This is an optimization exercise on Yosys and OpenROAD, whose aim is small area, not a production implementation.
RTL that was checked went through simulation tests only; none was proved equivalent to the original.
Power figures rest on the tool's default switching activity, not on a simulated workload.

==> flow/design.v <==
module ppp_rx (
    input             clk,
    input             rst,
    input             in_valid,
    input      [7:0]  in_data,
    output            pay_valid,
    output     [7:0]  pay_data,
    output            rec_valid,
    output            rec_err,
    output     [31:0] rec_w0,
    output     [31:0] rec_w1,
    output     [31:0] rec_w2,
    output     [31:0] rec_w3
);
    localparam [7:0]  FLAG = 8'h7E;
    localparam [7:0]  ESC  = 8'h7D;
    localparam [11:0] L_3012 = 12'h8B8;
    function [15:0] crc16_byte(input [15:0] crc_in, input [7:0] b);
        reg [7:0] x;
        begin
            x = crc_in[7:0] ^ b;
            x = x ^ {x[3:0], 4'h0};
            crc16_byte = {8'h00, crc_in[15:8]} ^ {x, 8'h00} ^ {5'h00, x, 3'h0} ^ {12'h000, x[7:4]};
        end
    endfunction
    reg        open_q;       
    reg        esc_q;        
    reg        pay_q;        
    reg [11:0] cnt;          
    reg [11:0] lfsr;         
    reg        over;         
    reg        acq;          
    reg        ctl;          
    reg        cx0, cx1;     
    reg [7:0]  b0, b1;       
    reg [7:0]  b2, b3;       
    reg [7:0]  d0, d1;       
    reg [15:0] crc;          
    wire is_flag = in_valid && (in_data == FLAG);
    wire is_body = in_valid && open_q && (in_data != FLAG);
    wire push    = is_body && (esc_q || (in_data != ESC));
    wire [7:0] u = {in_data[7:6], in_data[5] ^ esc_q, in_data[4:0]};
    wire [2:0] cl   = cnt[2:0];
    wire       c_lt4 = (cnt[11:2] == 10'd0);
    wire       c_eq1 = c_lt4 && (cl[1:0] == 2'd1);
    wire       c_eq2 = c_lt4 && (cl[1:0] == 2'd2);
    wire       c_eq3 = c_lt4 && (cl[1:0] == 2'd3);
    wire acq_now = (b0 == 8'hFF) && (d0 == 8'h03);
    wire first = !pay_q && (((cl == 3'd3) && b0[0] && !acq_now) ||
                            ((cl == 3'd4) && !b0[0]) ||
                            ((cl == 3'd5) && b0[0]) ||
                            (cl == 3'd6));
    wire evict = pay_q || cl[2] || cl[1];
    wire emit  = push && (pay_q || first);
    wire is_ctl = !b0[0] &&
                  (((b0 == 8'hC0) && ((b1 == 8'h21) || (b1 == 8'h23))) ||
                   ((b0 == 8'h80) && ((b1 == 8'h21) || (b1 == 8'h57))));
    wire nonempty = pay_q || (cl != 3'd0) || esc_q;
    wire short = !pay_q && ((cl < 3'd3) ||
                            ((cl == 3'd3) && !b0[0]) ||
                            ((cl == 3'd4) && b0[0]) ||
                            ((cl == 3'd5) && !b0[0]));
    wire err = over || esc_q || short;
    wire        r_ac  = acq && !(!pay_q && (cl == 3'd3));
    wire        r_pc  = !ctl && b0[0];
    wire        s57   = !cx0 && cx1;
    wire [15:0] p_ctl = {1'b1, cx0, 6'd0, 1'b0, s57, !s57, s57, 1'b0, s57, cx1, 1'b1};
    wire [15:0] r_proto = ctl ? p_ctl : (b0[0] ? {8'h00, b0} : {b0, b1});
    wire [15:0] r_fcs_rx   = {d1, d0};
    wire [15:0] r_fcs_calc = ~crc;
    wire        r_fcs_ok   = (r_fcs_rx == r_fcs_calc);
    wire [15:0] len    = {b0, b1};
    wire        cv     = ctl && !c_lt4 && !err;
    wire        len_eq  = (len[15:12] == 4'h0) && (len[11:0] == cnt);
    wire        r_under = (len < 16'd4);
    wire        r_ovr   = !len_eq;
    wire [11:0] r_opt   = {cnt[11:2] - 10'd1, cnt[1:0]};
    assign rec_valid = !rst && is_flag && open_q && nonempty;
    assign rec_err   = err;
    assign rec_w0 = err ? {24'h0, 6'b001100, over, !over && esc_q}
                        : {10'h0, cv && r_under, cv && !r_under && r_ovr, cv, r_pc, r_ac,
                           r_fcs_ok, r_proto};
    assign rec_w1 = err ? 32'h0 : {r_fcs_calc, r_fcs_rx};
    assign rec_w2 = cv ? {b0, b1, b3, b2} : 32'h0;
    assign rec_w3 = {20'h0, (cv && !r_under) ? r_opt : 12'h0};
    assign pay_valid = !rst && emit;
    assign pay_data  = d0;
    always @(posedge clk) begin
        if (rst)
            open_q <= 1'b0;
        else if (is_flag)
            open_q <= 1'b1;
        if (is_flag) begin
            esc_q <= 1'b0;
            pay_q <= 1'b0;
            cnt   <= 12'd0;
            lfsr  <= 12'd0;
            over  <= 1'b0;
            ctl   <= 1'b0;
            crc   <= 16'hFFFF;
        end else if (is_body) begin
            lfsr <= {lfsr[10:0], ~(lfsr[11] ^ lfsr[5] ^ lfsr[3] ^ lfsr[0])};
            if (lfsr == L_3012)
                over <= 1'b1;
            if (push) begin
                esc_q <= 1'b0;
                d0 <= d1;
                d1 <= u;
                if (!(pay_q && !c_lt4 && len_eq))
                    cnt <= first ? 12'd1 : cnt + 12'd1;
                if (first)
                    pay_q <= 1'b1;
                if (evict)
                    crc <= crc16_byte(crc, d0);
                if (!pay_q) begin
                    if (cl == 3'd3)
                        acq <= acq_now;
                    if ((cl == 3'd2) || ((cl == 3'd4) && b0[0]))
                        b0 <= d0;
                    if ((cl == 3'd3) || (cl == 3'd5))
                        b1 <= d0;
                end else begin
                    if (c_eq2) begin
                        ctl <= is_ctl;
                        cx0 <= b0[6];
                        cx1 <= b1[1];
                        if (is_ctl)
                            b0 <= d0;
                    end
                    if (c_eq3 && ctl)
                        b1 <= d0;
                    if (c_eq1)
                        b3 <= d0;
                end
                if (first)
                    b2 <= d0;
            end else begin
                esc_q <= 1'b1;
            end
        end
    end
endmodule
export LEC_CHECK = 0
export CAP_MARGIN = 20
export CORE_MARGIN = 2
export CORE_UTILIZATION = 60
export SLEW_MARGIN = 20
create_clock -name core_clock -period 5.5 [get_ports {clk}]
standard.sh (not shown) runs the stock make flow with config.mk's settings and CLKGATE_MAP_FILE= SYNTH_SCRIPT=/design/flow/synth_recipe.tcl, a recipe that flattens the netlist after the stock synthesis.
==> flow/flow/run.sh <==
#!/bin/bash
# The standard layout (standard.sh: the standard flow's synthesis and ORFS steps, unchanged
# scripts) with two arguments changed:
#  - port buffers are the smallest buffer (buf_1) instead of the default choice;
#  - clock tree synthesis inserts no dummy loads.
set -euo pipefail
export BUFFER_PORTS_ARGS="-buffer_cell sky130_fd_sc_hd__buf_1"
export CTS_ARGS="-sink_clustering_enable -repair_clock_nets -dont_use_dummy_load"
bash standard.sh > standard_flow.log 2>&1
Rerun with:
--- a/flow/design.v
+++ b/flow/design.v
@@ -14,7 +14,7 @@
 );
     localparam [7:0]  FLAG = 8'h7E;
     localparam [7:0]  ESC  = 8'h7D;
-    localparam [11:0] L_3012 = 12'h8B8;
+    localparam [11:0] L_3012 = 12'h60E;
     function [15:0] crc16_byte(input [15:0] crc_in, input [7:0] b);
         reg [7:0] x;
         begin
@@ -65,7 +65,7 @@
     wire        r_pc  = !ctl && b0[0];
     wire        s57   = !cx0 && cx1;
     wire [15:0] p_ctl = {1'b1, cx0, 6'd0, 1'b0, s57, !s57, s57, 1'b0, s57, cx1, 1'b1};
-    wire [15:0] r_proto = ctl ? p_ctl : (b0[0] ? {8'h00, b0} : {b0, b1});
+    wire [15:0] r_proto = ctl ? p_ctl : {b0[0] ? 8'h00 : b0, b1};
     wire [15:0] r_fcs_rx   = {d1, d0};
     wire [15:0] r_fcs_calc = ~crc;
     wire        r_fcs_ok   = (r_fcs_rx == r_fcs_calc);
@@ -99,7 +99,7 @@
             ctl   <= 1'b0;
             crc   <= 16'hFFFF;
         end else if (is_body) begin
-            lfsr <= {lfsr[10:0], ~(lfsr[11] ^ lfsr[5] ^ lfsr[3] ^ lfsr[0])};
+            lfsr <= {lfsr[10:0], ~(lfsr[11] ^ lfsr[0])};
             if (lfsr == L_3012)
                 over <= 1'b1;
             if (push) begin
@@ -115,9 +115,11 @@
                 if (!pay_q) begin
                     if (cl == 3'd3)
                         acq <= acq_now;
-                    if ((cl == 3'd2) || ((cl == 3'd4) && b0[0]))
+                    if ((cl == 3'd2) || ((cl == 3'd4) && b0[0])) begin
                         b0 <= d0;
-                    if ((cl == 3'd3) || (cl == 3'd5))
+                        b1 <= d0;
+                    end
+                    if (((cl == 3'd3) || (cl == 3'd5)) && !b0[0])
                         b1 <= d0;
                 end else begin
                     if (c_eq2) begin
The changed run completed without violations; die area drops by 1.1%; power climbs by 9.7%; setup slack gains 150 ps; worst hold slack stays flat; count of clock-buffer cells in the layout does not change; register-to-register slack gains 70 ps; non-clock buffer count drops by 1; utilization climbs by 1.3 points; via count drops by 2.0%; design area drops by 1.4%; global-route usage climbs by 1.1 points; final cell count drops by 0.90%; clock skew stays flat.
The RTL of the first run of this note was laid out without a check of its function.

## what the ideal ports hide
The flow's constraints put no driver on any port. The routed layouts listed below were extracted and timed again, unchanged, in two steps. Step 1: set_driving_cell puts a clkbuf_16 on clk and a buf_2 on each other input, an assumption about the parent block. Step 2, shift: input delay + t, output delay - t, t = (earliest + latest rising clock arrival at the registers) / 2. This alone moves slack from input paths to output paths. a / b / c = ideal ports / drivers / drivers and shift; a / b = the first two.
run	t, ns	setup slack, ns	worst setup path after step 2	clock arrival spread, ns	pins driven straight from the clock port
the first run	0.375	0.698 / 0.666 / 1.041	register to output	0.042 / 0.042	1
the second run	0.385	0.847 / 0.813 / 1.198	register to output	0.043 / 0.042	1
After both steps setup and hold are still met in every run listed.
